Source: an optimization exercise on an open RTL-to-GDS flow (aim: small area, a short achievable clock period and few clock cycles). Production flows keep margins and buffers that such runs may drop. In this exercise RTL edits were held to simulation tests only and were not proved equivalent to the original. Power is estimated from default activity; no workload was simulated.

==> flow/design.v <==
module dfa_fe (
    input  wire        clk,
    input  wire        rst,           
    input  wire        bus_en,
    input  wire        bus_we,
    input  wire [3:0]  bus_addr,      
    input  wire [31:0] bus_wdata,
    output reg  [31:0] bus_rdata,
    output wire        out_valid,
    input  wire        out_ready,
    output reg  [7:0]  out_data,
    output wire [31:0] out_msg_id,
    output wire [31:0] out_frag_id,
    output wire        out_sof,
    output wire        out_eof
);
    localparam [3:0] A_CMD        = 4'h0,
                     A_STATUS     = 4'h1,
                     A_CFG_N      = 4'h2,
                     A_CFG_P      = 4'h3,
                     A_CFG_C      = 4'h4,
                     A_MSG_ID     = 4'h5,
                     A_ACT_N      = 4'h6,
                     A_ACT_P      = 4'h7,
                     A_ACT_C      = 4'h8,
                     A_CUR_MSG    = 4'h9,
                     A_CUR_FRAG   = 4'hA,
                     A_FRAG_TOTAL = 4'hB;
    localparam [3:0] E_NONE      = 4'h0,
                     E_MSG_COUNT = 4'h1,
                     E_PAY_NEG   = 4'h2,
                     E_CW_NONPOS = 4'h3,
                     E_CW_SMALL  = 4'h4,
                     E_NO_ROOM   = 4'h5,
                     E_NOT_CFG   = 4'h8,
                     E_BAD_ID    = 4'h9,
                     E_ILLEGAL   = 4'hF;
    localparam [1:0] S_HDR = 2'd0,      
                     S_PAY = 2'd1,      
                     S_FTR = 2'd2,      
                     S_PAD = 2'd3;      
    reg [31:0] cfg_n, cfg_p, cfg_c, msg_id;
    reg [30:0] act_n, act_p, act_c;
    reg        act_ok;
    reg [30:0] cur_msg, cur_frag;
    reg        cur_ok;
    reg        single;                
    reg [30:0] pay_left;              
    reg        pay_zero;              
    reg [30:0] blk_left;              
    reg [1:0]  sect;
    reg [2:0]  sidx;                  
    reg        busy, done, cfg_valid, dropped;
    reg [3:0]  err;
    wire [31:0] status_word = {24'd0, err, dropped, cfg_valid, done, busy};
    wire rs_status = (bus_addr == A_STATUS);
    wire rs_cfg_n  = (bus_addr == A_CFG_N);
    wire rs_cfg_p  = (bus_addr == A_CFG_P);
    wire rs_cfg_c  = (bus_addr == A_CFG_C);
    wire rs_msg_id = (bus_addr == A_MSG_ID);
    wire rs_act_n  = (bus_addr == A_ACT_N) && act_ok;
    wire rs_act_p  = (bus_addr == A_ACT_P) && act_ok;
    wire rs_act_c  = (bus_addr == A_ACT_C) && act_ok;
    wire rs_cur_m  = (bus_addr == A_CUR_MSG) && cur_ok;
    wire rs_cur_f  = (bus_addr == A_CUR_FRAG || bus_addr == A_FRAG_TOTAL) && cur_ok;
    always @(*) begin
        bus_rdata = ({32{rs_status}} & status_word)
                  | ({32{rs_cfg_n}}  & cfg_n)
                  | ({32{rs_cfg_p}}  & cfg_p)
                  | ({32{rs_cfg_c}}  & cfg_c)
                  | ({32{rs_msg_id}} & msg_id)
                  | ({32{rs_act_n}}  & {1'b0, act_n})
                  | ({32{rs_act_p}}  & {1'b0, act_p})
                  | ({32{rs_act_c}}  & {1'b0, act_c})
                  | ({32{rs_cur_m}}  & {1'b0, cur_msg})
                  | ({32{rs_cur_f}}  & {1'b0, cur_frag});
    end
    wire        wr       = bus_en && bus_we;
    wire        cmd_wr   = wr && (bus_addr == A_CMD);
    wire [31:0] cmd      = bus_wdata;
    wire        cmd_nz   = (cmd != 32'd0);
    wire        cmd_legal = (cmd[31:4] == 28'd0) && (cmd[3:0] < 4'h4);
    wire        accept   = cmd_wr && cmd_nz && !busy;
    wire signed [31:0] vn = cfg_n;
    wire signed [31:0] vp = cfg_p;
    wire signed [31:0] vc = cfg_c;
    reg  [3:0]  cfg_err;
    always @(*) begin
        if (vn <= 0)                 cfg_err = E_MSG_COUNT;
        else if (vp < 0)             cfg_err = E_PAY_NEG;
        else if (vc <= 0)            cfg_err = E_CW_NONPOS;
        else if (vc < 12)            cfg_err = E_CW_SMALL;
        else if (vc == 12 && vp > 0) cfg_err = E_NO_ROOM;
        else                         cfg_err = E_NONE;
    end
    wire do_config = accept && cmd_legal && cmd[1:0] == 2'd1 && cfg_err == E_NONE;
    wire do_start  = accept && cmd_legal && cmd[1] && cfg_valid &&
                     !(cmd[0] && $signed(msg_id) <= 0);
    wire [31:0] wd = rst ? 32'd0 : bus_wdata;
    always @(posedge clk) begin
        if (rst || (wr && bus_addr == A_CFG_N))  cfg_n  <= wd;
        if (rst || (wr && bus_addr == A_CFG_P))  cfg_p  <= wd;
        if (rst || (wr && bus_addr == A_CFG_C))  cfg_c  <= wd;
        if (rst || (wr && bus_addr == A_MSG_ID)) msg_id <= wd;
    end
    always @(posedge clk) begin
        if (do_config) begin
            act_n <= cfg_n[30:0];
            act_p <= cfg_p[30:0];
            act_c <= cfg_c[30:0];
        end
    end
    wire actp_zero = (act_p == 31'd0);
    wire pay_one  = (pay_left == 31'd1);
    wire blk_hi0  = (blk_left[30:3] == 28'd0);
    wire blk_one  = blk_hi0 && blk_left[2:0] == 3'd1;
    wire blk_five = blk_hi0 && blk_left[2:0] == 3'd5;
    wire frag_one = (cur_frag == 31'd1);
    wire last_msg = single || (cur_msg == act_n);
    wire [1:0] msg_m1  = cur_msg[1:0] - 2'd1;
    wire [1:0] frag_m2 = cur_frag[1:0] - 2'd2;
    always @(*) begin
        case (sect)
            S_HDR:
                if (sidx == 3'd6)      out_data = {6'd0, msg_m1};
                else if (sidx == 3'd7) out_data = frag_one ? 8'hD5 : {6'd0, frag_m2};
                else                   out_data = 8'h07;
            S_PAY: out_data = 8'hFF;
            S_FTR:
                if (pay_zero)           
                    case (sidx[1:0])
                        2'd0: out_data = 8'hAA;
                        2'd1: out_data = 8'hBB;
                        2'd2: out_data = 8'hCC;
                        default: out_data = 8'hDD;
                    endcase
                else                    
                    case (sidx[1:0])
                        2'd0: out_data = 8'h11;
                        2'd1: out_data = 8'h22;
                        2'd2: out_data = 8'h33;
                        default: out_data = 8'h44;
                    endcase
            default: out_data = 8'h00;
        endcase
    end
    assign out_valid   = busy;
    assign out_msg_id  = {1'b0, cur_msg};
    assign out_frag_id = {1'b0, cur_frag};
    assign out_sof     = (sect == S_HDR) && (sidx == 3'd0);
    assign out_eof     = blk_one;
    wire xfer = busy && out_ready;
    always @(posedge clk) begin
        if (do_start) begin
            blk_left <= act_c;
            pay_left <= act_p;
            pay_zero <= actp_zero;
            sect     <= S_HDR;
            sidx     <= 3'd0;
        end else if (xfer) begin
            blk_left <= blk_one ? act_c : blk_left - 31'd1;
            case (sect)
                S_HDR: begin
                    sidx <= sidx + 3'd1;
                    if (sidx == 3'd7) sect <= pay_zero ? S_FTR : S_PAY;
                end
                S_PAY: begin
                    pay_left <= pay_left - 31'd1;
                    pay_zero <= pay_one;
                    if (pay_one || blk_five) sect <= S_FTR;
                end
                S_FTR: begin
                    sidx <= sidx + 3'd1;
                    if (sidx[1:0] == 2'd3) sect <= S_PAD;
                end
                default: ;
            endcase
            if (blk_one) begin
                sect <= S_HDR;
                sidx <= 3'd0;
                if (pay_zero && !last_msg) begin
                    pay_left <= act_p;
                    pay_zero <= actp_zero;
                end
            end
        end
    end
    always @(posedge clk) begin
        if (do_start) begin
            cur_msg  <= cmd[0] ? msg_id[30:0] : 31'd1;
            single   <= cmd[0];
            cur_frag <= 31'd1;
        end else if (xfer && blk_one) begin
            if (!pay_zero) begin
                cur_frag <= cur_frag + 31'd1;
            end else if (!last_msg) begin
                cur_msg  <= cur_msg + 31'd1;
                cur_frag <= 31'd1;
            end
        end
    end
    always @(posedge clk) begin
        if (rst) begin
            busy      <= 1'b0;
            done      <= 1'b0;
            cfg_valid <= 1'b0;
            dropped   <= 1'b0;
            err       <= E_NONE;
            act_ok    <= 1'b0;
            cur_ok    <= 1'b0;
        end else begin
            if (cmd_wr && cmd_nz) begin
                if (busy) begin
                    dropped <= 1'b1;
                end else begin
                    done    <= 1'b0;
                    err     <= E_NONE;
                    dropped <= 1'b0;
                    if (!cmd_legal) begin
                        err <= E_ILLEGAL;
                    end else begin
                        case (cmd[1:0])
                            2'd1: begin  
                                if (cfg_err != E_NONE) begin
                                    cfg_valid <= 1'b0;
                                    err       <= cfg_err;
                                end else begin
                                    cfg_valid <= 1'b1;
                                    act_ok    <= 1'b1;
                                    done      <= 1'b1;
                                end
                            end
                            2'd2, 2'd3: begin  
                                if (!cfg_valid)
                                    err <= E_NOT_CFG;
                                else if (cmd[0] && $signed(msg_id) <= 0)
                                    err <= E_BAD_ID;
                                else begin
                                    busy   <= 1'b1;
                                    cur_ok <= 1'b1;
                                end
                            end
                            default: ;
                        endcase
                    end
                end
            end
            if (xfer && blk_one && pay_zero && last_msg) begin
                busy <= 1'b0;
                done <= 1'b1;
            end
        end
    end
endmodule
==> flow/flow/run.sh <==
#!/bin/bash
# Own layout flow: the standard ORFS flow (standard.sh, unchanged synthesis)
# with a few knobs changed:
#  - ports are buffered with the smallest buffer (buf_1) instead of the
#    default pick; timing repair may then resize them,
#  - timing repair may change cell footprints and aims beyond the plain
#    clock period (setup margin),
#  - the clock tree uses clkbuf_8 buffers, larger sink clusters and no
#    dummy loads.
# The make output goes to flow_make.log in the work folder; every ORFS step
# also keeps its own log under orfs/logs.
set -euo pipefail
MARGIN=$(cat "$(dirname "$0")/margin.txt")
bash standard.sh \
  MATCH_CELL_FOOTPRINT=0 \
  SETUP_SLACK_MARGIN=$MARGIN \
  "BUFFER_PORTS_ARGS=-buffer_cell sky130_fd_sc_hd__buf_1" \
  "CTS_ARGS=-sink_clustering_enable -repair_clock_nets -dont_use_dummy_load -buf_list sky130_fd_sc_hd__clkbuf_8 -sink_clustering_size 16 -sink_clustering_max_diameter 50" \
  finish > flow_make.log 2>&1
==> flow/flow/margin.txt <==
6.5
==> flow/standard.sh <==
#!/bin/bash
# synth_recipe.tcl (not shown) runs the flow's synth.tcl, then flattens the netlist and writes it again
# the make line also repeats each setting of config.mk as NAME=value (left out here)
make -C /OpenROAD-flow-scripts/flow DESIGN_CONFIG=/design/flow/config.mk WORK_HOME=/design/flow/orfs CLKGATE_MAP_FILE= SYNTH_SCRIPT=/design/flow/synth_recipe.tcl "${@:-finish}"
==> flow/config.mk <==
export PLATFORM = sky130hd
export DESIGN_NAME = dfa_fe
export DESIGN_NICKNAME = dfa_fe
export VERILOG_FILES = /design/flow/design.v
export SDC_FILE = /design/flow/constraint.sdc
export NUM_CORES = 4
export LEC_CHECK = 0
export CAP_MARGIN = 20
export CORE_MARGIN = 2
export CORE_UTILIZATION = 65
export PLACE_DENSITY = 0.75
export SLEW_MARGIN = 20
==> flow/constraint.sdc <==
create_clock -name core_clock -period 11.0 [get_ports {clk}]
set_input_delay 2.2000 -clock core_clock [delete_from_list [all_inputs] [get_ports {clk}]]
set_output_delay 2.2000 -clock core_clock [all_outputs]
set_load 0.01 [all_outputs]
==> metrics.csv, run 1 <==
stage,metric,value,unit
cells_and_area,"most common cell after layout, fill and taps aside",edfxtp_1,
logic_synthesis,register area share after synthesis,59.1,%
logic_synthesis,Synth area leaders,"edfxtp_1 54%, dfxtp_1 5.2%, xnor2_1 4.8%",
clock_tree,"CTS clk-pin slew, worst paths",90,ps
power_and_ir_drop,Design Power,2430,uW
placement,Placed Area,18600,um^2
grt,gr busiest metal,met2,
logic_synthesis,Post-Syn Area,17600,um^2
grt,antenna violations before repair,2,
logic_synthesis,Compound-Gate Fraction of Synth Area,12.4,%
die,die height,169,um
timing,Hold Fails Final Rpt,0,
timing,f_max,164,MHz
die,Starting Density,65.7,%
logic_synthesis,register bit total from synthesis,362,
worst_setup_path,worst path required time,8800,ps
placement,Placer Congestion,1.05,
logic_synthesis,Post-Synth Simple-Gate Area,17.0,%
worst_setup_path,crit start category,input pin,
logic_synthesis,Cells after Synth,1527,
logic_synthesis,syn_area_per_cell,11.5,um^2
power_and_ir_drop,leakage power,0.00703,uW
grt,Total GRT Usage,44.8,%
routing,Avg WL per Cell,33.3,um
logic_synthesis,ys flop type,edfxtp_1,
worst_hold_path,Hold Path Class,reg2reg,
power_and_ir_drop,worst vdd ir,101,uV
routing,drt pass-1 iters,11,
worst_hold_path,WHS Endpoint,act_n[21],
routing,drt drc,0,
clock_tree,Root Driver,clkbuf_8,
timing,actual slew at the worst max-slew pin,1200,ps
grt,GRT met3 Usage,13.2,%
timing,Rel. slew slack,20.3,%
logic_synthesis,main combinational cell family by area after synthesis,simple AND/OR/NAND/NOR gates,
die,Ports,148,
routing,DR vias,16100,
worst_setup_path,CP Depth,8,
timing,Slew Limit Fails,0,
worst_setup_path,FF-to-FF path depth,9,
logic_synthesis,Post-Synth XOR/XNOR Area,6.71,%
placement,DP HPWL,42.6,mm
routing,Iteration-0 DRC Markers,3665,
worst_setup_path,"Cell Chain, Critical Path",buf_8 -> buf_12 -> nand2b_4 -> nor2_4 -> buf_12 -> a222oi_1 -> nand3_1 -> buf_2,
cells_and_area,post-route cell area,21500,um^2
worst_setup_path,number of buffers and inverters on the critical path,4,
logic_synthesis,Post-synth EDFFs,316,
timing,final setup vio count,0,
die,Placeable Area,26800,um^2
worst_setup_path,Worst path top cell family by delay,compound AO/OA/AOI/OAI gates,
worst_setup_path,Critical Path Fanout Max,4,
worst_hold_path,worst hold path depth,0,
worst_setup_path,Crit-path slowest cell,a222oi_1,
worst_setup_path,Reg2Reg Setup Slack,6760,ps
clock_tree,H-Tree Depth,2,
clock_tree,CTS Buf Count,34,
job,count of maximum capacitance violations,0,
timing,setup TNS,0,ps
die,die width,169,um
logic_synthesis,Synth area leader,edfxtp_1,
logic_synthesis,Unique masters post-synth,64,
worst_setup_path,Crit Reg-Reg Startpoint,blk_left[14],
worst_setup_path,critical path class,in2out,
timing,RSZ-0062 raised after global routing,true,
worst_setup_path,most frequent CP cell,buf_12,
cells_and_area,fraction of layout cells with a size suffix above 1,21.2,%
outcome,status,"complete, no violations",
timing,Final Cycle Share,55.4,%
grt,number of global-route vias before repair,14200,
cells_and_area,"leading cell types in the layout, fill and taps excluded","316 x edfxtp_1, 140 x nand2_1, 103 x buf_1",
clock_tree,CTS tree,built,
logic_synthesis,synth warn,1,
die,Die ar.,28400,um^2
placement,PortBufs,145,
logic_synthesis,Async SR Flop Fraction,0,%
grt,GR Layer Usage met1,60.2,%
grt,global route overflow,0,
grt,grt met2 use,68.5,%
worst_setup_path,Arrival @ worst endpoint,3890,ps
cells_and_area,Final #Nets,1830,
worst_setup_path,CP Capture Type,output port,
cells_and_area,area grow syn2layout,22.3,%
logic_synthesis,multiplexer share of the synthesized area,1.41,%
power_and_ir_drop,PwrDens,113,nW/um^2
timing,Tmin final,6090,ps
clock_tree,CTS Hold Buffers Added,0,
grt,first-pass GRT wire length,92.6,mm
routing,final wirelength,70.5,mm
routing,Vias/cell,7.62,
clock_tree,"Clk Latency, worst-skew pair",570,ps
logic_synthesis,Yosys top cell area share,53.9,%
worst_setup_path,Critical Path Max Stage Delay,740,ps
logic_synthesis,Synth Area in Adders,1.14,%
die,row count,60,
routing,ANT nets after route,0,
worst_hold_path,min-delay src,cfg_n[21],
clock_tree,clk sinks,362,
clock_tree,CTS Buffer Depth,3,
grt,largest net degree at the start of global routing,61,
worst_setup_path,worst r2r dst,cur_frag[28],
timing,Clock Skew,53.7,ps
[cell usage after synthesis, drive strengths merged (4+ instances only)]
master,n
edfxtp,316
nand2,160
o21ai,106
xnor2,97
nor2,89
clkbuf,72
nor4,72
nand3,50
dfxtp,46
a222oi,43
nand4,38
nor3,38
xor2,38
a21oi,36
nor2b,35
a22oi,28
a221oi,23
and3,21
inv,20
a22o,18
or4,18
ha,16
or3,16
mux2,15
o2111ai,13
nand2b,11
buf,10
mux2i,8
a211oi,6
and2,6
and4,6
nor3b,5
o211ai,5
o31ai,5
or2,5
a31o,4
[logic make-up (layout without fill, tap and decap cells)]
group                      Yosys count  in the layout
muxes                               23             23
and+or+nand+nor                    581            595
AOI/OAI and AO/OA                  307            307
buffers and inverters              102            331
other                                1              4
xor gates and xnor gates           135            135
adders and majority gates           16             16
DFF                                362            362
[where the power goes]
group          internal, uW  switching [uW]  leakage (uW)
Clock                   278             437      0.000244
Combinational          47.2            80.5       0.00380
Sequential             1540            55.4       0.00299
Total                  1860             573       0.00703
[final cells by class]
type,instances,area (um^2)
clock buffers,34,468
repair buffers,277,2370
diodes,2,5.00
flip-flops and latches,362,10400
multi-input cells,1078,7770
well taps,341,427
inverters,20,78.8
fillers,1586,5260
[per-stage QoR]
step                      utilization, %  std cells  worst slack, ps  hold slack (ps)
final                               80.4       2114             4910              467
after global routing                80.4       2112             4950              477
after CTS                           76.1       2053             5140              465
after detailed placement            69.5       1952             4720              464
after global placement              69.5       1952             4720              461
after floorplan                        -       1528             5450              441
[registers in the layout, summed over array words and instances (netlist names), 2 cells and up]
signal / cells
cfg_n: 32
sidx: 3
act_p: 31
cfg_c: 32
act_c: 31
err: 4
cur_frag: 31
pay_left: 31
cfg_p: 32
msg_id: 32
blk_left: 31
cur_msg: 31
sect: 2
act_n: 31
[metal layers]
metal  up-vias  wire length [um]
met3       451             12200
met4         0              5810
li1       6405                 -
met1      7505             22600
met5         -                 0
met2      1743             29900
[worst reg2reg max path, cell delays in order (launching register included)]
cell and delay (ps):
edfxtp_1 410, or4_4 610, or4_4 470, buf_4 190, or4_4 810, a2111oi_4 410, buf_4 320, o211ai_2 300
or4_1 490, a21oi_1 160
[worst max-delay path by stage]
stage                 from            end  slack [ps]
5_1_grt        bus_addr[0]  bus_rdata[30]        4950
3_3_place_gp   bus_addr[1]  bus_rdata[12]        4720
3_5_place_dp   bus_addr[3]  bus_rdata[30]        4720
2_1_floorplan  bus_addr[1]  bus_rdata[10]        5450
6_report       bus_addr[0]  bus_rdata[30]        4910
4_1_cts        bus_addr[0]  bus_rdata[30]        5140
[what timing repair did]
item	4_1_cts	5_1_grt
gates cloned	16	21
endpoints found under the setup margin	332	168
gates resized for setup	201	140
buffers inserted	51	38
pin swaps	74	58
Testbench counts, summed over its fixed seeds: cycles 59,163.
==> run 2: changes to the inputs <==
--- a/flow/flow/run.sh
+++ b/flow/flow/run.sh
@@ -5,6 +5,7 @@
 #    default pick; timing repair may then resize them,
 #  - timing repair may change cell footprints and aims beyond the plain
 #    clock period (setup margin),
+#  - repair works on the worst endpoints only (tns.txt, percent),
 #  - the clock tree uses clkbuf_8 buffers, larger sink clusters and no
 #    dummy loads.
 # The make output goes to flow_make.log in the work folder; every ORFS step
@@ -13,6 +14,7 @@
 MARGIN=$(cat "$(dirname "$0")/margin.txt")
 bash standard.sh \
   MATCH_CELL_FOOTPRINT=0 \
+  TNS_END_PERCENT=$(cat "$(dirname "$0")/tns.txt") \
   SETUP_SLACK_MARGIN=$MARGIN \
   "BUFFER_PORTS_ARGS=-buffer_cell sky130_fd_sc_hd__buf_1" \
   "CTS_ARGS=-sink_clustering_enable -repair_clock_nets -dont_use_dummy_load -buf_list sky130_fd_sc_hd__clkbuf_8 -sink_clustering_size 16 -sink_clustering_max_diameter 50" \
==> flow/flow/tns.txt (new file) <==
15
--- a/flow/config.mk
+++ b/flow/config.mk
@@ -7,6 +7,5 @@
 export LEC_CHECK = 0
 export CAP_MARGIN = 20
 export CORE_MARGIN = 2
-export CORE_UTILIZATION = 65
-export PLACE_DENSITY = 0.75
+export CORE_UTILIZATION = 40
 export SLEW_MARGIN = 20
==> metrics.csv, run 2 <==
stage,metric,value,unit,change
outcome,status,"complete, no violations",,
worst_setup_path,Arrival @ worst endpoint,3870,ps,-20 ps
die,die height,214,um,+27%
placement,Placed Area,18900,um^2,+1.2%
grt,first-pass GRT wire length,97.2,mm,+5.0%
power_and_ir_drop,clock share of power,30.9,%,+1.5 points
routing,Vias/cell,6.45,,-15%
logic_synthesis,Post-synth EDFFs,316,,unchanged
worst_setup_path,most frequent CP cell,buf_12,,
worst_setup_path,Worst path top cell family by delay,compound AO/OA/AOI/OAI gates,,
clock_tree,CTS Buf Count,37,,+8.8%
worst_setup_path,Critical Path Fanout Max,5,,+1
timing,Rel. slew slack,25.6,%,+5.3 points
die,Starting Density,40.7,%,-25 points
worst_setup_path,FF-to-FF path depth,9,,unchanged
timing,actual slew at the worst max-slew pin,1120,ps,-79.2 ps
worst_setup_path,CP Depth,8,,unchanged
clock_tree,"Clk Latency, worst-skew pair",640,ps,+70 ps
cells_and_area,post-route cell area,20700,um^2,-3.7%
logic_synthesis,register bit total from synthesis,362,,unchanged
logic_synthesis,synth warn,1,,unchanged
routing,drt drc,0,,unchanged
die,die width,214,um,+27%
cells_and_area,"most common cell after layout, fill and taps aside",edfxtp_1,,
logic_synthesis,register area share after synthesis,59.1,%,unchanged
cells_and_area,Final #Nets,1777,,-2.9%
cells_and_area,fraction of layout cells with a size suffix above 1,14.4,%,-6.8 points
cells_and_area,n_diodes,0,,-2
power_and_ir_drop,sequential fraction of design power,64.2,%,-1.2 points
worst_setup_path,critical path class,in2out,,
timing,RSZ-0062 raised after global routing,true,,
timing,setup TNS,0,ps,unchanged
worst_setup_path,crit start category,input pin,,
job,count of maximum capacitance violations,0,,unchanged
worst_setup_path,Reg2Reg Setup Slack,6850,ps,+90 ps
worst_setup_path,"Cell Chain, Critical Path",buf_12 -> clkbuf_16 -> nand2b_4 -> nor2_4 -> buf_12 -> a222oi_1 -> nand3_1 -> buf_2,,
die,Die ar.,45700,um^2,+61%
clock_tree,H-Tree Depth,2,,unchanged
timing,Hold Fails Final Rpt,0,,unchanged
clock_tree,"CTS clk-pin slew, worst paths",100,ps,about the same
worst_setup_path,Critical path origin,bus_addr[0],,
timing,final setup vio count,0,,unchanged
routing,Avg WL per Cell,29.8,um,-10%
logic_synthesis,Unique masters post-synth,64,,unchanged
worst_setup_path,worst path required time,8800,ps,about the same
power_and_ir_drop,worst vdd ir,67.6,uV,-33%
power_and_ir_drop,combinational power share,4.9,%,-0.4 points
power_and_ir_drop,leakage power,0.00645,uW,-8.2%
clock_tree,Root Driver,clkbuf_8,,
placement,Placer Congestion,0.932,,-11%
power_and_ir_drop,P_int,1880,uW,+1.1%
power_and_ir_drop,Psw,598,uW,+4.4%
worst_setup_path,Critical Path Max Stage Delay,710,ps,-30 ps
logic_synthesis,Async SR Flop Fraction,0,%,unchanged
worst_setup_path,worst setup path end,bus_rdata[24],,
routing,Iteration-0 DRC Markers,2563,,-30%
worst_setup_path,CP Capture Type,output port,,
placement,DP HPWL,46.2,mm,+8.4%
worst_setup_path,Crit-path slowest cell,a222oi_1,,
clock_tree,CTS tree,built,,
routing,final wirelength,68.7,mm,-2.5%
timing,Final Cycle Share,55.2,%,-0.16 points
worst_hold_path,Hold Path Class,reg2reg,,
placement,PortBufs,145,,unchanged
logic_synthesis,syn_area_per_cell,11.5,um^2,unchanged
logic_synthesis,Yosys top cell area share,53.9,%,unchanged
cells_and_area,Final Non-Filler Cells,2303,,+8.9%
logic_synthesis,Cells after Synth,1527,,unchanged
worst_hold_path,min-delay src,cfg_p[13],,
logic_synthesis,Synth area leader,edfxtp_1,,
clock_tree,CTS Hold Buffers Added,0,,unchanged
placement,placed cell count,2194,,+12%
cells_and_area,"leading cell types in the layout, fill and taps excluded","316 x edfxtp_1, 157 x nand2_1, 115 x buf_1",,
timing,f_max,165,MHz,+0.29%
worst_setup_path,number of buffers and inverters on the critical path,4,,unchanged
die,Ports,148,,unchanged
logic_synthesis,Post-Syn Area,17600,um^2,unchanged
grt,largest net degree at the start of global routing,64,,+4.9%
routing,DR vias,14900,,-7.8%
die,Placeable Area,43300,um^2,+61%
clock_tree,clk sinks,362,,unchanged
logic_synthesis,ys flop type,edfxtp_1,,
timing,Slew Limit Fails,0,,unchanged
logic_synthesis,"count leader, synth",edfxtp_1,,
cells_and_area,area grow syn2layout,17.8,%,
routing,drt pass-1 iters,9,,-2
power_and_ir_drop,PwrDens,119,nW/um^2,+5.8%
grt,number of global-route vias before repair,14000,,-1.4%
routing,ANT nets after route,0,,unchanged
worst_setup_path,Crit Reg-Reg Startpoint,blk_left[15],,
logic_synthesis,Synth area leaders,"edfxtp_1 54%, dfxtp_1 5.2%, xnor2_1 4.8%",,
logic_synthesis,synth cell count leaders,"316 x edfxtp_1, 160 x nand2_1, 104 x o21ai_0",,
power_and_ir_drop,sw frac,24.1,%,+0.58 points
timing,Clock Skew,82.5,ps,+28.8 ps
timing,Tmin final,6070,ps,-17.7 ps
grt,Total GRT Usage,29.8,%,-15 points
grt,global route overflow,0,,unchanged
die,row count,76,,+27%
clock_tree,CTS Buffer Depth,3,,unchanged
worst_setup_path,worst r2r dst,cur_frag[22],,
grt,antenna violations before repair,0,,-2
[run 2: repair_timing]
item	in CTS	in global routing
buffers inserted	34	17
resized for setup	132	40
endpoints found under the hold margin	0	0
endpoints found under the setup margin	322	269
cloned	18	3
pin swaps	52	38
[run 2: power by group through the flow]
stage / Sequential [uW] / Clock (uW) / Combinational [uW]
global route: 1590 / 812 / 127
global placement: 1620 / 0 / 96.4
CTS: 1590 / 764 / 116
finish: 1590 / 765 / 123
detailed placement: 1620 / 0 / 96.8
floorplan: 1590 / 0 / 55.0
[run 2: worst register-to-register path, cell delays in order, from the launching register on]
cell	delay, ps
edfxtp_1	440
or4_4	560
or4_4	580
buf_4	180
or4_4	690
a2111oi_4	380
buf_4	320
o211ai_2	310
or4_1	490
a21oi_1	150
[run 2: layout make-up]
class / count / area (um^2)
Fill cell: 3946 / 22500
Sequential cell: 362 / 10400
Multi-Input combinational cell: 1069 / 7320
Timing Repair Buffer: 230 / 1700
Tap cell: 585 / 732
Clock buffer: 37 / 509
Inverter: 20 / 75.1
[run 2: logic make-up after synthesis]
logic type | synth area share (%)
AND/OR/NAND/NOR | 17.0
XOR/XNOR | 6.71
AO/OA/AOI/OAI | 12.4
buffers and inverters | 2.28
flip-flops | 59.1
other | 0.0213
adder cells (fa/ha/maj) | 1.14
multiplexers | 1.41
[run 2: through the flow]
step | power (uW) | util [%] | hold WS [ps] | worst slack, ps
after CTS | 2470 | 47.2 | 492 | 5000
after detailed placement | 1710 | 43.6 | 474 | 4480
after floorplan | 1640 | - | 441 | 5440
final | 2480 | 47.9 | 492 | 4930
after global placement | 1710 | 43.6 | 464 | 4530
after global routing | 2530 | 47.9 | 507 | 4900
[run 2: worst min-delay path by stage]
stage	endpoint	slack, ps	cells after the start
after floorplan	act_c[12]	440	0
after global placement	cur_ok	460	2
after detailed placement	cur_ok	470	2
after CTS	act_p[12]	490	0
after global routing	act_p[13]	510	0
final	act_p[13]	490	0
[run 2: metal layers]
metal | vias up | routed length (um) | global-route usage [%]
li1 | 6283 | - | -
met1 | 7262 | 26100 | 40.1
met2 | 1128 | 30400 | 45.8
met3 | 182 | 8950 | 7.86
met4 | 0 | 3350 | 12.0
met5 | - | 0 | 0
==> run 3: changes to the inputs <==
--- a/flow/design.v
+++ b/flow/design.v
@@ -150,22 +150,30 @@
     assign out_sof     = (sect == S_HDR) && (sidx == 3'd0);
     assign out_eof     = blk_one;
     wire xfer = busy && out_ready;
+    wire frame_end = xfer && blk_one;
+    wire msg_next  = frame_end && pay_zero && !last_msg;
+    wire pay_step  = xfer && (sect == S_PAY);
+    wire frag_step = frame_end && !pay_zero;
+    always @(posedge clk) begin
+        blk_left <= (do_start || frame_end) ? act_c : blk_left - {30'd0, xfer};
+        pay_left <= (do_start || msg_next)  ? act_p : pay_left - {30'd0, pay_step};
+        cur_frag <= (do_start || msg_next)  ? 31'd1 : cur_frag + {30'd0, frag_step};
+        cur_msg  <= do_start ? (cmd[0] ? msg_id[30:0] : 31'd1)
+                             : cur_msg + {30'd0, msg_next};
+    end
     always @(posedge clk) begin
         if (do_start) begin
-            blk_left <= act_c;
-            pay_left <= act_p;
             pay_zero <= actp_zero;
             sect     <= S_HDR;
             sidx     <= 3'd0;
+            single   <= cmd[0];
         end else if (xfer) begin
-            blk_left <= blk_one ? act_c : blk_left - 31'd1;
             case (sect)
                 S_HDR: begin
                     sidx <= sidx + 3'd1;
                     if (sidx == 3'd7) sect <= pay_zero ? S_FTR : S_PAY;
                 end
                 S_PAY: begin
-                    pay_left <= pay_left - 31'd1;
                     pay_zero <= pay_one;
                     if (pay_one || blk_five) sect <= S_FTR;
                 end
@@ -178,24 +186,7 @@
             if (blk_one) begin
                 sect <= S_HDR;
                 sidx <= 3'd0;
-                if (pay_zero && !last_msg) begin
-                    pay_left <= act_p;
-                    pay_zero <= actp_zero;
-                end
-            end
-        end
-    end
-    always @(posedge clk) begin
-        if (do_start) begin
-            cur_msg  <= cmd[0] ? msg_id[30:0] : 31'd1;
-            single   <= cmd[0];
-            cur_frag <= 31'd1;
-        end else if (xfer && blk_one) begin
-            if (!pay_zero) begin
-                cur_frag <= cur_frag + 31'd1;
-            end else if (!last_msg) begin
-                cur_msg  <= cur_msg + 31'd1;
-                cur_frag <= 31'd1;
+                if (pay_zero && !last_msg) pay_zero <= actp_zero;
             end
         end
     end
--- a/flow/flow/run.sh
+++ b/flow/flow/run.sh
@@ -5,7 +5,6 @@
 #    default pick; timing repair may then resize them,
 #  - timing repair may change cell footprints and aims beyond the plain
 #    clock period (setup margin),
-#  - repair works on the worst endpoints only (tns.txt, percent),
 #  - the clock tree uses clkbuf_8 buffers, larger sink clusters and no
 #    dummy loads.
 # The make output goes to flow_make.log in the work folder; every ORFS step
@@ -14,7 +13,6 @@
 MARGIN=$(cat "$(dirname "$0")/margin.txt")
 bash standard.sh \
   MATCH_CELL_FOOTPRINT=0 \
-  TNS_END_PERCENT=$(cat "$(dirname "$0")/tns.txt") \
   SETUP_SLACK_MARGIN=$MARGIN \
   "BUFFER_PORTS_ARGS=-buffer_cell sky130_fd_sc_hd__buf_1" \
   "CTS_ARGS=-sink_clustering_enable -repair_clock_nets -dont_use_dummy_load -buf_list sky130_fd_sc_hd__clkbuf_8 -sink_clustering_size 16 -sink_clustering_max_diameter 50" \
removed: flow/flow/tns.txt
==> metrics.csv, run 3 <==
stage,metric,value,unit,change
clock_tree,CTS Buffer Depth,3,,unchanged
clock_tree,CTS Buf Count,36,,-2.7%
worst_setup_path,critical path class,in2out,,
die,Ports,148,,unchanged
grt,grt met2 use,44.1,%,-1.8 points
power_and_ir_drop,PwrDens,120,nW/um^2,+0.40%
logic_synthesis,ys flop type,edfxtp_1,,
logic_synthesis,synth warn,1,,unchanged
timing,RSZ-0062 raised after global routing,true,,
die,Die ar.,43700,um^2,-4.4%
worst_setup_path,Arrival @ worst endpoint,3760,ps,-110 ps
logic_synthesis,synth cell count leaders,"223 x edfxtp_1, 139 x dfxtp_1, 117 x nor2_1",,
routing,DR vias,13900,,-6.3%
logic_synthesis,"count leader, synth",edfxtp_1,,
placement,pre-CTS setup slack,4710,ps,+225 ps
cells_and_area,"leading cell types in the layout, fill and taps excluded","223 x edfxtp_1, 120 x dfxtp_1, 111 x nor2_1",,
clock_tree,"CTS clk-pin slew, worst paths",80,ps,-20 ps
die,Starting Density,40.3,%,-0.41 points
grt,antenna violations before repair,0,,unchanged
grt,global route overflow,0,,unchanged
cells_and_area,Final #Nets,1736,,-2.3%
grt,gr busiest metal,met2,,
power_and_ir_drop,worst vdd ir,77.6,uV,+15%
timing,f_max,168,MHz,+1.9%
cells_and_area,fraction of layout cells with a size suffix above 1,19.2,%,+4.8 points
timing,post-route setup slack,5040,ps,+112 ps
cells_and_area,n_diodes,0,,unchanged
placement,DP HPWL,42.5,mm,-8.0%
grt,Total GRT Usage,27.9,%,-1.9 points
die,die height,209,um,-2.2%
cells_and_area,post-route cell area,20100,um^2,-3.0%
logic_synthesis,Synth area leaders,"edfxtp_1 40%, dfxtp_1 17%, xnor2_1 4.8%",,
grt,GRT met3 Usage,6.36,%,-1.5 points
timing,actual slew at the worst max-slew pin,1110,ps,-7.42 ps
outcome,status,"complete, no violations",,
worst_setup_path,Crit Reg-Reg Startpoint,blk_left[14],,
grt,GR Layer Usage met1,36.3,%,-3.8 points
placement,Placed Area,18000,um^2,-4.6%
worst_setup_path,Reg2Reg Setup Slack,7080,ps,+230 ps
cells_and_area,"most common cell after layout, fill and taps aside",edfxtp_1,,
die,Placeable Area,41800,um^2,-3.5%
timing,Slew Limit Fails,0,,unchanged
power_and_ir_drop,leakage power,0.00707,uW,+9.6%
logic_synthesis,Async SR Flop Fraction,0,%,unchanged
worst_setup_path,CP Capture Type,output port,,
logic_synthesis,register bit total from synthesis,362,,unchanged
logic_synthesis,Synth area leader,edfxtp_1,,
worst_hold_path,WHS Endpoint,err[1],,
die,row count,75,,-1.3%
clock_tree,Root Driver,clkbuf_8,,
logic_synthesis,Post-synth EDFFs,223,,-29%
logic_synthesis,Unique masters post-synth,72,,+13%
timing,final setup vio count,0,,unchanged
logic_synthesis,Post-Syn Area,16800,um^2,-4.5%
worst_setup_path,Critical Path Fanout Max,8,,+3
grt,first-pass GRT wire length,89.5,mm,-7.9%
clock_tree,CTS tree,built,,
clock_tree,clk sinks,362,,unchanged
timing,Tmin final,5960,ps,-112 ps
grt,number of global-route vias before repair,13200,,-5.9%
routing,ANT nets after route,0,,unchanged
timing,Hold Fails Final Rpt,0,,unchanged
timing,setup TNS,0,ps,unchanged
worst_setup_path,worst r2r dst,cur_msg[30],,
timing,Final Cycle Share,54.2,%,-1.0 points
worst_hold_path,min-delay src,err[1],,
die,die width,209,um,-2.2%
worst_hold_path,Hold Path Class,reg2reg,,
routing,drt pass-1 iters,7,,-2
logic_synthesis,syn_area_per_cell,11.3,um^2,-1.9%
worst_setup_path,worst path required time,8800,ps,about the same
routing,final wirelength,62.6,mm,-8.9%
clock_tree,H-Tree Depth,2,,unchanged
routing,Iteration-0 DRC Markers,1932,,-25%
worst_setup_path,crit start category,input pin,,
routing,drt drc,0,,unchanged
logic_synthesis,Yosys top cell area share,39.8,%,-14 points
grt,largest net degree at the start of global routing,74,,+16%
routing,Vias/cell,6.28,,-2.6%
placement,PortBufs,145,,unchanged
timing,Clock Skew,83.5,ps,+0.915 ps
job,count of maximum capacitance violations,0,,unchanged
logic_synthesis,Cells after Synth,1487,,-2.6%
clock_tree,"Clk Latency, worst-skew pair",600,ps,-40 ps
cells_and_area,area grow syn2layout,19.6,%,
worst_hold_path,worst hold path depth,2,,+2
placement,Placer Congestion,0.974,,+4.5%
timing,Rel. slew slack,25.1,%,-0.47 points
worst_setup_path,FF-to-FF path depth,15,,+6
logic_synthesis,register area share after synthesis,56.3,%,-2.8 points
routing,Avg WL per Cell,28.3,um,-5.2%
run 3: kinds of logic (layout without fill, tap and decap cells):
family                   count (synthesis)  after routing  synth area share, %
XOR/XNOR                               146            146                 7.60
AO/OA/AOI/OAI                          261            261                 11.2
multiplexers                            56             56                 3.63
adder cells (fa/ha/maj)                 17             17                 1.26
AND/OR/NAND/NOR                        532            539                 16.9
flip-flops                             362            362                 56.3
buffers and inverters                  112            293                 3.08
other                                    1              2               0.0223
run 3: repair_timing:
action | in CTS | in global routing
pin swaps | 54 | 36
hold buffers | 0 | 0
resized for setup | 184 | 66
setup buffers | 29 | 28
endpoints found under the setup margin | 239 | 158
gates cloned | 14 | 2
run 3: cell type report:
type                    count  area [um^2]
flip-flops and latches    362         9530
well taps                 539          674
repair inverters            1         5.00
clock buffers              36          495
multi-input cells        1021         7620
repair buffers            223         1660
fillers                  3791        21600
inverters                  33          131
run 3: worst max-delay path by stage:
| stage | startpoint | end | slack, ps | cells after the start |
|---|---|---|---|---|
| 2_1_floorplan | bus_addr[1] | bus_rdata[13] | 5570 | 6 |
| 4_1_cts | bus_addr[0] | bus_rdata[12] | 5090 | 8 |
| 3_3_place_gp | bus_addr[1] | bus_rdata[30] | 4420 | 7 |
| 3_5_place_dp | bus_addr[2] | bus_rdata[5] | 4710 | 7 |
| 5_1_grt | bus_addr[3] | bus_rdata[29] | 5010 | 8 |
| 6_report | bus_addr[0] | bus_rdata[7] | 5040 | 11 |
run 3: critical path, cell delays in order:
cell      delay, ps
buf_6            90
buf_12          130
nand2b_4         80
buf_4           120
nor3_4           40
buf_12          130
buf_4           130
a22o_4          220
a221oi_4        300
nand4_1         150
buf_2           160
run 3: power breakdown:
group | internal [uW] | switching, uW | total (uW)
registers | 1490 | 55.7 | 1540
logic | 46.0 | 78.5 | 124
clock network | 293 | 452 | 746
total | 1830 | 587 | 2410
run 3: stage by stage:
stage          utilization, %  cells  power (uW)  hold slack [ps]
2_1_floorplan               -   1488        1600              439
3_3_place_gp             43.1   2106        1660              460
3_5_place_dp             43.1   2106        1660              459
4_1_cts                  47.1   2185        2400              451
5_1_grt                  48.2   2215        2460              475
6_report                 48.2   2215        2410              469
run 3: layer usage:
| metal | share of wire [%] | vias up |
|---|---|---|
| met5 | 0 | - |
| met4 | 5.3 | 0 |
| met3 | 11 | 170 |
| met2 | 45 | 907 |
| met1 | 39 | 6829 |
| li1 | - | 6008 |
Testbench counts of run 3, summed over its fixed seeds: cycles 59,163.
==> run 4: changes to the inputs <==
==> flow/flow/margin.txt (replaced) <==
7.0
==> metrics.csv, run 4 <==
stage,metric,value,unit,change
job,count of maximum capacitance violations,0,,unchanged
cells_and_area,"leading cell types in the layout, fill and taps excluded","223 x edfxtp_1, 109 x dfxtp_1, 95 x buf_1",,
clock_tree,CTS Hold Buffers Added,0,,unchanged
logic_synthesis,synth cell count leaders,"223 x edfxtp_1, 139 x dfxtp_1, 117 x nor2_1",,
grt,antenna violations before repair,2,,+2
clock_tree,CTS Buffer Depth,3,,unchanged
clock_tree,CTS tree,built,,
clock_tree,CTS Buf Count,36,,unchanged
timing,Hold Fails Final Rpt,0,,unchanged
placement,PortBufs,145,,unchanged
grt,global route overflow,0,,unchanged
timing,RSZ-0062 raised after global routing,true,,
worst_hold_path,min-delay src,err[1],,
cells_and_area,"most common cell after layout, fill and taps aside",edfxtp_1,,
logic_synthesis,Yosys top cell area share,39.8,%,unchanged
placement,DP HPWL,43.5,mm,+2.4%
power_and_ir_drop,leakage power,0.00780,uW,+10%
worst_hold_path,Hold Path Class,reg2reg,,
grt,number of global-route vias before repair,13500,,+2.1%
outcome,status,"complete, no violations",,
grt,first-pass GRT wire length,94.6,mm,+5.7%
timing,setup TNS,0,ps,unchanged
worst_setup_path,critical path class,in2out,,
timing,Final Cycle Share,54.7,%,+0.53 points
grt,Total GRT Usage,29.7,%,+1.9 points
worst_setup_path,Arrival @ worst endpoint,3820,ps,+60 ps
logic_synthesis,Synth area leader,edfxtp_1,,
power_and_ir_drop,PwrDens,110,nW/um^2,-8.7%
logic_synthesis,Async SR Flop Fraction,0,%,unchanged
worst_setup_path,Critical Path Fanout Max,6,,-2
cells_and_area,fin util,53.3,%,+5.1 points
placement,Placer Congestion,0.973,,about the same
die,Placeable Area,41800,um^2,unchanged
routing,ANT nets after route,0,,unchanged
clock_tree,clk sinks,362,,unchanged
logic_synthesis,register area share after synthesis,56.3,%,unchanged
cells_and_area,area grow syn2layout,32.3,%,
logic_synthesis,Cells after Synth,1487,,unchanged
timing,Slew Limit Fails,0,,unchanged
worst_setup_path,crit start category,input pin,,
routing,Avg WL per Cell,30.8,um,+9.1%
logic_synthesis,"count leader, synth",edfxtp_1,,
routing,final wirelength,71.0,mm,+13%
die,Starting Density,40.3,%,unchanged
logic_synthesis,syn_area_per_cell,11.3,um^2,unchanged
timing,f_max,166,MHz,-0.98%
die,row count,75,,unchanged
grt,largest net degree at the start of global routing,48,,-35%
logic_synthesis,Post-Syn Area,16800,um^2,unchanged
worst_setup_path,Crit Reg-Reg Startpoint,msg_id[15],,
cells_and_area,fraction of layout cells with a size suffix above 1,32.5,%,+13 points
power_and_ir_drop,worst vdd ir,72.4,uV,-6.7%
cells_and_area,Final Non-Filler Cells,2302,,+3.9%
logic_synthesis,Unique masters post-synth,72,,unchanged
timing,final setup vio count,0,,unchanged
clock_tree,"Clk Latency, worst-skew pair",600,ps,about the same
cells_and_area,Final #Nets,1821,,+4.9%
logic_synthesis,synth warn,1,,unchanged
logic_synthesis,Synth area leaders,"edfxtp_1 40%, dfxtp_1 17%, xnor2_1 4.8%",,
die,die height,209,um,unchanged
routing,DR vias,14700,,+5.5%
logic_synthesis,Post-synth EDFFs,223,,unchanged
timing,Clock Skew,73.0,ps,-10.5 ps
clock_tree,H-Tree Depth,2,,unchanged
worst_setup_path,Critical path origin,bus_addr[0],,
routing,drt pass-1 iters,8,,+1
logic_synthesis,ys flop type,edfxtp_1,,
die,die width,209,um,unchanged
die,Die ar.,43700,um^2,unchanged
timing,Rel. slew slack,32.9,%,+7.7 points
timing,actual slew at the worst max-slew pin,1010,ps,-102 ps
worst_setup_path,CP Capture Type,output port,,
clock_tree,Root Driver,clkbuf_8,,
routing,drt drc,0,,unchanged
timing,Tmin final,6020,ps,+58.7 ps
worst_setup_path,worst path required time,8800,ps,about the same
clock_tree,"CTS clk-pin slew, worst paths",60,ps,-20 ps
logic_synthesis,register bit total from synthesis,362,,unchanged
routing,Iteration-0 DRC Markers,2299,,+19%
placement,placed cell count,2104,,-0.095%
die,Ports,148,,unchanged
routing,Vias/cell,6.38,,+1.5%
-- run 4: layer usage --
metal / global-route usage [%] / up-vias / routed length, um
met3: 6.46 / 262 / 8220
met4: 15.2 / 0 / 5190
met1: 39.0 / 7174 / 26100
met2: 46.5 / 1044 / 31500
met5: 0 / - / 0
li1: - / 6199 / -
-- run 4: cells by family after synthesis --
logic type	count (synthesis)	share of synthesized area, %
compound gates	261	11.2
xor+xnor	146	7.60
fa+ha+maj	17	1.26
buf+inv	112	3.08
flops	362	56.3
mux	56	3.63
other cells	1	0.0223
simple gates	532	16.9
-- run 4: final timing paths --
| path | to | slack, ps | cells past startpoint |
|---|---|---|---|
| max | bus_rdata[30] | 4980 | 8 |
| min reg2reg | err[1] | 470 | 2 |
| min | err[1] | 470 | 2 |
| max reg2reg | cur_frag[0] | 7190 | 11 |
-- run 4: where the power goes --
| group | leakage (uW) | switching, uW | total [uW] | internal (uW) |
|---|---|---|---|---|
| logic | 0.00432 | 81.6 | 134 | 52.4 |
| registers | 0.00322 | 66.3 | 1550 | 1490 |
| clock network | 0.000259 | 458 | 751 | 293 |
-- run 4: layout make-up --
type | count | area (um^2)
repair inverters | 2 | 12.5
flip-flops and latches | 362 | 9540
well taps | 539 | 674
inverters | 33 | 141
repair buffers | 305 | 2930
clock buffers | 36 | 495
multi-input cells | 1023 | 8460
fillers | 3507 | 19500
diodes | 2 | 5.00
-- run 4: worst max-delay path, cell delays in order --
cell and delay, ps:
buf_6 100, buf_12 130, nand2b_4 80, nor2_4 80, clkbuf_16 170, a222oi_1 520, nand3_1 300, buf_2 230
-- run 4: timing repair --
item | CTS | global route
cloned | 26 | 16
buffers inserted | 89 | 29
gates resized for setup | 262 | 281
setup endpoints to repair | 269 | 264
pin swaps | 68 | 101
-- run 4: per-stage QoR --
stage	hold WS, ps	power, uW	setup WS (ps)	instance area [um^2]
2_1_floorplan	439	1600	5570	17500
3_3_place_gp	464	1670	4460	18300
3_5_place_dp	461	1670	4790	18300
4_1_cts	470	2410	5070	20800
5_1_grt	512	2480	5040	22300
6_report	471	2440	4980	22300
==> run 5: changes to the inputs <==
==> flow/flow/margin.txt (replaced) <==
5.8
==> metrics.csv, run 5 <==
stage,metric,value,unit,change
worst_setup_path,critical path class,in2out,,
routing,Avg WL per Cell,28.1,um,-9.0%
logic_synthesis,register bit total from synthesis,362,,unchanged
routing,ANT nets after route,0,,unchanged
cells_and_area,Filler cells,3843,,+9.6%
die,row count,75,,unchanged
die,Die ar.,43700,um^2,unchanged
timing,Clock Skew,68.1,ps,-4.81 ps
timing,setup TNS,0,ps,unchanged
logic_synthesis,Post-Synth XOR/XNOR Area,7.60,%,unchanged
logic_synthesis,synth warn,1,,unchanged
worst_setup_path,worst path required time,8800,ps,about the same
die,die height,209,um,unchanged
clock_tree,H-Tree Depth,2,,unchanged
routing,drt pass-1 iters,9,,+1
die,die width,209,um,unchanged
timing,f_max,162,MHz,-2.2%
worst_hold_path,worst hold path depth,0,,-2
logic_synthesis,Cells after Synth,1487,,unchanged
cells_and_area,Final #Nets,1720,,-5.5%
logic_synthesis,ys flop type,edfxtp_1,,
worst_hold_path,min-delay src,cfg_p[17],,
power_and_ir_drop,PwrDens,125,nW/um^2,+14%
grt,first-pass GRT wire length,88.0,mm,-7.0%
die,Starting Density,40.3,%,unchanged
logic_synthesis,Post-Syn Area,16800,um^2,unchanged
cells_and_area,fraction of layout cells with a size suffix above 1,14.5,%,-18 points
power_and_ir_drop,worst vdd ir,62.7,uV,-13%
die,Ports,148,,unchanged
cells_and_area,"most common cell after layout, fill and taps aside",edfxtp_1,,
outcome,status,"complete, no violations",,
placement,DP HPWL,42.9,mm,-1.5%
worst_setup_path,FF-to-FF path depth,14,,+3
logic_synthesis,multiplexer share of the synthesized area,3.63,%,unchanged
logic_synthesis,Async SR Flop Fraction,0,%,unchanged
worst_setup_path,Reg2Reg Setup Slack,6240,ps,-950 ps
logic_synthesis,"count leader, synth",edfxtp_1,,
timing,RSZ-0062 raised after global routing,true,,
placement,PortBufs,145,,unchanged
clock_tree,CTS Hold Buffers Added,0,,unchanged
logic_synthesis,Synth area leader,edfxtp_1,,
timing,Tmin final,6160,ps,+136 ps
clock_tree,"CTS clk-pin slew, worst paths",100,ps,+40 ps
timing,Final Cycle Share,56.0,%,+1.2 points
worst_setup_path,Critical Path Fanout Max,8,,+2
clock_tree,CTS Buf Count,39,,+8.3%
worst_setup_path,CP Capture Type,output port,,
worst_hold_path,Hold Path Class,reg2reg,,
grt,Total GRT Usage,27.5,%,-2.3 points
logic_synthesis,synth cell count leaders,"223 x edfxtp_1, 139 x dfxtp_1, 117 x nor2_1",,
placement,placed cell count,2106,,+0.095%
logic_synthesis,main combinational cell family by area after synthesis,simple AND/OR/NAND/NOR gates,,
timing,final setup vio count,0,,unchanged
clock_tree,Root Driver,clkbuf_8,,
logic_synthesis,syn_area_per_cell,11.3,um^2,unchanged
cells_and_area,area grow syn2layout,16.4,%,
clock_tree,CTS Buffer Depth,3,,unchanged
worst_setup_path,Crit Reg-Reg Startpoint,blk_left[7],,
timing,Hold Fails Final Rpt,0,,unchanged
worst_hold_path,WHS Endpoint,act_p[17],,
logic_synthesis,Compound-Gate Fraction of Synth Area,11.2,%,unchanged
clock_tree,"Clk Latency, worst-skew pair",610,ps,about the same
power_and_ir_drop,leakage power,0.00687,uW,-12%
clock_tree,CTS tree,built,,
cells_and_area,fin util,46.9,%,-6.4 points
grt,largest net degree at the start of global routing,63,,+31%
grt,global route overflow,0,,unchanged
worst_setup_path,Arrival @ worst endpoint,3960,ps,+140 ps
cells_and_area,Final Non-Filler Cells,2200,,-4.4%
routing,drt drc,0,,unchanged
logic_synthesis,Post-synth EDFFs,223,,unchanged
routing,final wirelength,61.8,mm,-13%
logic_synthesis,Synth area leaders,"edfxtp_1 40%, dfxtp_1 17%, xnor2_1 4.8%",,
logic_synthesis,Post-Synth Simple-Gate Area,16.9,%,unchanged
logic_synthesis,register area share after synthesis,56.3,%,unchanged
timing,Slew Limit Fails,0,,unchanged
clock_tree,clk sinks,362,,unchanged
worst_setup_path,worst r2r dst,cur_msg[30],,
routing,DR vias,13800,,-6.2%
logic_synthesis,Yosys top cell area share,39.8,%,unchanged
job,count of maximum capacitance violations,0,,unchanged
die,Placeable Area,41800,um^2,unchanged
grt,antenna violations before repair,2,,unchanged
grt,number of global-route vias before repair,13000,,-3.9%
routing,Vias/cell,6.26,,-1.9%
logic_synthesis,Unique masters post-synth,72,,unchanged
worst_setup_path,crit start category,input pin,,
routing,Iteration-0 DRC Markers,2028,,-12%
cells_and_area,"leading cell types in the layout, fill and taps excluded","223 x edfxtp_1, 139 x dfxtp_1, 115 x buf_1",,
timing,Rel. slew slack,26.0,%,-6.9 points
timing,actual slew at the worst max-slew pin,1110,ps,+103 ps
placement,Placer Congestion,0.966,,-0.77%
logic_synthesis,Synth Area in Adders,1.26,%,unchanged
-- run 5: cell counts after synthesis --
Identical to the previous run, type by type.
-- run 5: worst max path at each step --
stage	startpoint	to	cells after the start
final	bus_addr[0]	bus_rdata[30]	8
after global routing	bus_addr[0]	bus_rdata[30]	8
after CTS	bus_addr[3]	bus_rdata[30]	7
after detailed placement	bus_addr[1]	bus_rdata[14]	7
after global placement	bus_addr[1]	bus_rdata[30]	7
after floorplan	bus_addr[1]	bus_rdata[21]	6
-- run 5: cell type report --
class | instances | area (um^2) | area share (%)
sequential | 362 | 9480 | 48.4
multi-input combinational | 1019 | 7330 | 37.5
timing repair buffer | 205 | 1410 | 7.19
tap | 539 | 674 | 3.44
clock buffer | 39 | 537 | 2.74
inverter | 33 | 131 | 0.671
timing repair inverter | 2 | 12.5 | 0.0639
antenna | 1 | 2.50 | 0.0128
-- run 5: power breakdown --
group / switching (uW) / internal (uW) / total [uW]
clock network: 450 / 316 / 766
registers: 60.7 / 1490 / 1550
logic: 78.2 / 46.7 / 125
total: 589 / 1850 / 2440
-- run 5: timing repair --
action,in CTS,in global routing
cloned,12,2
setup buffers,28,12
endpoints found under the hold margin,0,0
setup endpoints to repair,117,63
resized for setup,121,33
pin swaps,41,24
-- run 5: layer usage --
metal	track usage [%]	up-vias	routed length (um)
li1	-	5958	-
met1	37.6	6707	24800
met5	0	-	13
met4	10.8	2	2760
met2	42.0	919	27200
met3	6.75	176	7020
-- run 5: kinds of logic after synthesis --
| kind of cell | after synthesis |
|---|---|
| xor gates and xnor gates | 146 |
| muxes | 56 |
| DFF | 362 |
| other | 1 |
| adders and majority gates | 17 |
| buffers and inverters | 112 |
| and+or+nand+nor | 532 |
| AOI/OAI and AO/OA | 261 |
-- run 5: stage by stage --
| step | hold WS (ps) | worst slack [ps] | area [um^2] | total power, uW |
|---|---|---|---|---|
| floorplan | 439 | 5570 | 17200 | 1600 |
| CTS | 482 | 5010 | 19200 | 2440 |
| detailed placement | 468 | 4690 | 18000 | 1670 |
| global route | 499 | 4870 | 19600 | 2500 |
| global placement | 463 | 4690 | 18000 | 1670 |
| finish | 490 | 4840 | 19600 | 2440 |
-- run 5: critical path: stages --
cell	delay [ps]
buf_6	100
buf_12	120
nand2b_4	80
nor2_4	50
buf_12	140
a222oi_1	670
nand3_1	340
buf_2	240
==> run 6: changes to the inputs <==
==> flow/flow/margin.txt (replaced) <==
5.4
==> metrics.csv, run 6 <==
stage,metric,value,unit,change
cells_and_area,"most common cell after layout, fill and taps aside",edfxtp_1,,
worst_setup_path,CP Capture Type,output port,,
clock_tree,CTS Hold Buffers Added,0,,unchanged
power_and_ir_drop,PwrDens,123,nW/um^2,-1.1%
worst_hold_path,min-delay src,cfg_c[20],,
worst_setup_path,worst r2r dst,cur_msg[30],,
timing,Rel. slew slack,28.5,%,+2.5 points
placement,DP HPWL,42.7,mm,-0.41%
routing,ANT nets after route,0,,unchanged
routing,drt pass-1 iters,9,,unchanged
worst_hold_path,Hold Path Class,reg2reg,,
logic_synthesis,Unique masters post-synth,72,,unchanged
power_and_ir_drop,worst vdd ir,73.9,uV,+18%
timing,Hold Fails Final Rpt,0,,unchanged
timing,Final Cycle Share,54.2,%,-1.7 points
logic_synthesis,ys flop type,edfxtp_1,,
worst_hold_path,WHS Endpoint,act_c[20],,
cells_and_area,fraction of layout cells with a size suffix above 1,14.8,%,+0.30 points
die,row count,75,,unchanged
job,count of maximum capacitance violations,0,,unchanged
grt,largest net degree at the start of global routing,70,,+11%
die,Ports,148,,unchanged
die,die width,209,um,unchanged
logic_synthesis,Yosys top cell area share,39.8,%,unchanged
routing,final wirelength,60.5,mm,-2.1%
clock_tree,Root Driver,clkbuf_8,,
logic_synthesis,register area share after synthesis,56.3,%,unchanged
timing,Clock Skew,55.0,ps,-13.2 ps
logic_synthesis,synth cell count leaders,"223 x edfxtp_1, 139 x dfxtp_1, 117 x nor2_1",,
routing,Avg WL per Cell,27.5,um,-2.1%
grt,number of global-route vias before repair,13100,,+1.2%
clock_tree,CTS tree,built,,
logic_synthesis,syn_area_per_cell,11.3,um^2,unchanged
placement,PortBufs,145,,unchanged
die,die height,209,um,unchanged
worst_setup_path,FF-to-FF path depth,14,,unchanged
die,Die ar.,43700,um^2,unchanged
worst_setup_path,Critical path origin,bus_addr[0],,
placement,placed cell count,2108,,+0.095%
worst_hold_path,worst hold path depth,0,,unchanged
timing,actual slew at the worst max-slew pin,1070,ps,-38.2 ps
routing,Vias/cell,6.26,,about the same
logic_synthesis,Cells after Synth,1487,,unchanged
timing,Tmin final,5970,ps,-190 ps
timing,Slew Limit Fails,0,,unchanged
placement,Placer Congestion,0.996,,+3.1%
grt,antenna violations before repair,2,,unchanged
routing,DR vias,13800,,+0.087%
grt,Total GRT Usage,27.1,%,-0.39 points
grt,first-pass GRT wire length,87.4,mm,-0.67%
cells_and_area,Final Non-Filler Cells,2200,,unchanged
worst_setup_path,worst path required time,8800,ps,about the same
worst_setup_path,Critical Path Fanout Max,7,,-1
logic_synthesis,"count leader, synth",edfxtp_1,,
outcome,status,"complete, no violations",,
logic_synthesis,register bit total from synthesis,362,,unchanged
timing,RSZ-0062 raised after global routing,true,,
logic_synthesis,synth warn,1,,unchanged
grt,global route overflow,0,,unchanged
power_and_ir_drop,leakage power,0.00693,uW,+0.93%
logic_synthesis,Post-Syn Area,16800,um^2,unchanged
worst_setup_path,Reg2Reg Setup Slack,6420,ps,+180 ps
routing,Iteration-0 DRC Markers,2249,,+11%
clock_tree,CTS Buf Count,38,,-2.6%
cells_and_area,Final #Nets,1720,,unchanged
worst_setup_path,Crit Reg-Reg Startpoint,blk_left[3],,
clock_tree,H-Tree Depth,2,,unchanged
worst_setup_path,critical path class,in2out,,
logic_synthesis,Post-synth EDFFs,223,,unchanged
clock_tree,"CTS clk-pin slew, worst paths",90,ps,about the same
clock_tree,CTS Buffer Depth,3,,unchanged
timing,final setup vio count,0,,unchanged
timing,setup TNS,0,ps,unchanged
die,Placeable Area,41800,um^2,unchanged
timing,Min Hold Slack,492,ps,+1.60 ps
clock_tree,"Clk Latency, worst-skew pair",590,ps,-20 ps
worst_setup_path,crit start category,input pin,,
routing,drt drc,0,,unchanged
worst_setup_path,Arrival @ worst endpoint,3770,ps,-190 ps
logic_synthesis,Async SR Flop Fraction,0,%,unchanged
logic_synthesis,Synth area leader,edfxtp_1,,
logic_synthesis,Synth area leaders,"edfxtp_1 40%, dfxtp_1 17%, xnor2_1 4.8%",,
clock_tree,clk sinks,362,,unchanged
timing,f_max,168,MHz,+3.2%
cells_and_area,"leading cell types in the layout, fill and taps excluded","223 x edfxtp_1, 139 x dfxtp_1, 113 x nor2_1",,
cells_and_area,area grow syn2layout,16.5,%,
die,Starting Density,40.3,%,unchanged
[run 6: per-stage QoR]
step / instance area [um^2] / util, % / power (uW) / setup WS [ps]
final: 19600 / 47.0 / 2420 / 5030
after CTS: 19300 / 46.2 / 2410 / 5160
after floorplan: 16800 / - / 1590 / 5410
after global routing: 19600 / 46.9 / 2480 / 5070
after detailed placement: 17800 / 42.6 / 1660 / 4440
after global placement: 17800 / 42.6 / 1660 / 4480
[run 6: cell families after synthesis]
family | Yosys count | synth area share, %
AO/OA/AOI/OAI | 261 | 11.2
XOR/XNOR | 146 | 7.60
adder cells (fa/ha/maj) | 17 | 1.26
buffers and inverters | 112 | 3.08
flip-flops | 362 | 56.3
multiplexers | 56 | 3.63
other | 1 | 0.0223
AND/OR/NAND/NOR | 532 | 16.9
[run 6: per-layer routing]
| metal | vias up | global-route usage, % | routed length (um) |
|---|---|---|---|
| met5 | - | 0 | 13 |
| met4 | 2 | 13.1 | 3390 |
| met3 | 213 | 7.45 | 6970 |
| met2 | 929 | 42.1 | 27100 |
| met1 | 6667 | 35.0 | 23100 |
| li1 | 5963 | - | - |
[run 6: worst max-delay path by stage]
stage	cells after the start	slack, ps	endpoint
after CTS	8	5160	bus_rdata[8]
final	8	5030	bus_rdata[8]
after global placement	8	4480	bus_rdata[2]
after detailed placement	8	4440	bus_rdata[2]
after global routing	8	5070	bus_rdata[8]
after floorplan	7	5410	bus_rdata[13]
[run 6: layout make-up]
| cell class | instances | area [um^2] |
|---|---|---|
| fillers | 3814 | 22200 |
| flip-flops and latches | 362 | 9480 |
| multi-input cells | 1018 | 7350 |
| repair buffers | 209 | 1450 |
| well taps | 539 | 674 |
| clock buffers | 38 | 523 |
| inverters | 33 | 129 |
| diodes | 1 | 2.50 |
[run 6: what timing repair did]
action / CTS / global route
gates resized for setup: 171 / 33
buffers inserted: 31 / 12
pin swaps: 57 / 42
endpoints found under the hold margin: 0 / 0
gates cloned: 9 / 0
endpoints found under the setup margin: 60 / 32
[run 6: where the power goes]
part / switching [uW] / total, uW / internal, uW
registers: 53.4 / 1540 / 1490
clock network: 448 / 756 / 309
logic: 75.4 / 120 / 44.6
total: 576 / 2420 / 1840
[run 6: worst max-delay path, stage by stage]
cell and delay (ps):
buf_8 70, buf_12 120, buf_6 110, nor3_4 40
buf_6 130, a222oi_1 730, nand3_1 170, buf_2 190
==> run 7: changes to the inputs <==
==> flow/flow/margin.txt (replaced) <==
6.0
--- a/flow/config.mk
+++ b/flow/config.mk
@@ -8,4 +8,5 @@
 export CAP_MARGIN = 20
 export CORE_MARGIN = 2
 export CORE_UTILIZATION = 40
+export PLACE_DENSITY = 0.8
 export SLEW_MARGIN = 20
==> metrics.csv, run 7 <==
stage,metric,value,unit,change
outcome,status,"complete, no violations",,
clock_tree,"Clk Latency, worst-skew pair",610,ps,+20 ps
worst_setup_path,worst path required time,8800,ps,about the same
logic_synthesis,Post-Syn Area,16800,um^2,unchanged
clock_tree,CTS Buffer Depth,3,,unchanged
worst_setup_path,Critical Path Fanout Max,6,,-1
grt,GR Layer Usage met1,33.8,%,-1.2 points
worst_setup_path,Critical Path Max Stage Delay,490,ps,-240 ps
routing,drt pass-1 iters,12,,+3
routing,ANT nets after route,0,,unchanged
worst_setup_path,Crit-path slowest cell,a222oi_1,,
worst_setup_path,Crit Reg-Reg Startpoint,blk_left[3],,
timing,Final Cycle Share,54.7,%,+0.44 points
grt,global route overflow,0,,unchanged
worst_setup_path,"Cell Chain, Critical Path",buf_6 -> buf_12 -> buf_12 -> nor3_4 -> buf_4 -> clkbuf_16 -> a222oi_1 -> nand3_1 -> buf_2,,
cells_and_area,"most common cell after layout, fill and taps aside",edfxtp_1,,
timing,Rel. slew slack,36.5,%,+7.9 points
timing,Slew Limit Fails,0,,unchanged
placement,Placer Congestion,1.00,,+0.57%
power_and_ir_drop,clock share of power,30.2,%,-1.1 points
logic_synthesis,Synth area leader,edfxtp_1,,
die,Placeable Area,41800,um^2,unchanged
logic_synthesis,synth cell count leaders,"223 x edfxtp_1, 139 x dfxtp_1, 117 x nor2_1",,
clock_tree,"CTS clk-pin slew, worst paths",100,ps,about the same
worst_setup_path,Arrival @ worst endpoint,3820,ps,+50 ps
placement,PortBufs,145,,unchanged
worst_setup_path,crit start category,input pin,,
die,die width,209,um,unchanged
clock_tree,CTS tree,built,,
routing,Avg WL per Cell,27.5,um,+0.14%
die,Ports,148,,unchanged
cells_and_area,Filler cells,3609,,-5.4%
cells_and_area,fraction of layout cells with a size suffix above 1,17.5,%,+2.7 points
grt,Total GRT Usage,26.6,%,-0.52 points
clock_tree,Root Driver,clkbuf_8,,
worst_hold_path,min-delay src,cfg_p[1],,
power_and_ir_drop,worst vdd ir,69.9,uV,-5.4%
logic_synthesis,register bit total from synthesis,362,,unchanged
placement,pre-CTS setup slack,4370,ps,-74.5 ps
clock_tree,CTS Buf Count,35,,-7.9%
worst_setup_path,number of buffers and inverters on the critical path,6,,+1
cells_and_area,multi-input logic area,7510,um^2,+2.3%
grt,GRT met3 Usage,7.45,%,unchanged
power_and_ir_drop,Design Power,2410,uW,-0.51%
grt,largest net degree at the start of global routing,63,,-10%
grt,grt met2 use,40.2,%,-1.9 points
die,Starting Density,40.3,%,unchanged
timing,setup TNS,0,ps,unchanged
grt,antenna violations before repair,3,,+1
timing,RSZ-0062 raised after global routing,true,,
timing,final setup vio count,0,,unchanged
logic_synthesis,register area share after synthesis,56.3,%,unchanged
cells_and_area,fin util,48.0,%,+1.1 points
routing,final wirelength,61.3,mm,+1.4%
die,die height,209,um,unchanged
logic_synthesis,Synth area leaders,"edfxtp_1 40%, dfxtp_1 17%, xnor2_1 4.8%",,
routing,Vias/cell,6.41,,+2.4%
cells_and_area,register area,9480,um^2,unchanged
logic_synthesis,synth warn,1,,unchanged
timing,Min Hold Slack,418,ps,-73.5 ps
power_and_ir_drop,combinational power share,5.3,%,+0.3 points
grt,gr busiest metal,met2,,
timing,post-route setup slack,4980,ps,-48.5 ps
clock_tree,H-Tree Depth,2,,unchanged
job,count of maximum capacitance violations,0,,unchanged
grt,first-pass GRT wire length,85.7,mm,-2.0%
power_and_ir_drop,leakage power,0.00712,uW,+2.6%
worst_setup_path,CP Capture Type,output port,,
power_and_ir_drop,sw frac,24.2,%,+0.34 points
timing,Clock Skew,105,ps,+49.6 ps
power_and_ir_drop,sequential fraction of design power,64.5,%,+0.7 points
run 7: cell types whose count changed in the layout (fill, tap and decap cells not counted), sizes merged:
| cell | previous run | this run |
|---|---|---|
| diode | 1 | 2 |
| and3 | 21 | 22 |
| buf | 200 | 224 |
| clkbuf | 47 | 46 |
| nor2 | 118 | 119 |
| clkinv | 1 | 0 |
| clkinvlp | 1 | 3 |
run 7: layout make-up:
cell class / count / area share (%)
diodes: 2 / 0.0250
clock buffers: 35 / 2.40
inverters: 33 / 0.655
multi-input cells: 1020 / 37.5
flip-flops and latches: 362 / 47.3
well taps: 539 / 3.36
repair buffers: 235 / 8.79
repair inverters: 1 / 0.0250
run 7: final timing paths:
| kind | end | slack [ps] | cells after the start |
|---|---|---|---|
| hold / removal | act_p[1] | 420 | 0 |
| setup reg to reg | cur_msg[30] | 6390 | 14 |
| hold reg to reg | act_p[1] | 420 | 0 |
| setup / recovery | bus_rdata[19] | 4980 | 9 |
run 7: cells by family after synthesis:
group,after synthesis,synth area share (%)
AOI/OAI and AO/OA,261,11.2
xor gates and xnor gates,146,7.60
adders and majority gates,17,1.26
buffers and inverters,112,3.08
DFF,362,56.3
muxes,56,3.63
other,1,0.0223
and+or+nand+nor,532,16.9
run 7: routing by layer:
| metal | up-vias | share of wire, % |
|---|---|---|
| li1 | 6029 | - |
| met1 | 6816 | 36 |
| met4 | 5 | 7.2 |
| met5 | - | 0.28 |
| met3 | 270 | 13 |
| met2 | 1163 | 43 |
run 7: stage by stage:
| stage | cells | cell area [um^2] |
|---|---|---|
| 6_report | 2227 | 20100 |
| 5_1_grt | 2225 | 20000 |
| 4_1_cts | 2196 | 19500 |
| 3_5_place_dp | 2108 | 18000 |
| 3_3_place_gp | 2108 | 18000 |
| 2_1_floorplan | 1488 | 17200 |
run 7: repair_timing:
item                                    4_1_cts  5_1_grt
gates cloned                                 13        3
setup buffers                                40       26
endpoints found under the setup margin      190      130
resized for setup                           136       73
pin swaps                                    55       45
run 7: power by group through the flow:
stage          clock network (uW)  registers (uW)  logic (uW)
2_1_floorplan                   0            1540        54.8
3_3_place_gp                    0            1570        89.6
3_5_place_dp                    0            1570        91.1
4_1_cts                       724            1540         112
5_1_grt                       767            1550         132
6_report                      728            1550         127

Setup slack of run 7, layout unchanged: 4.985 ns with ideal ports, 4.906 ns with driving cells assumed (clock clkbuf_16, inputs buf_2), 4.906 ns with port delays also shifted by the 0.613 ns mid clock arrival.
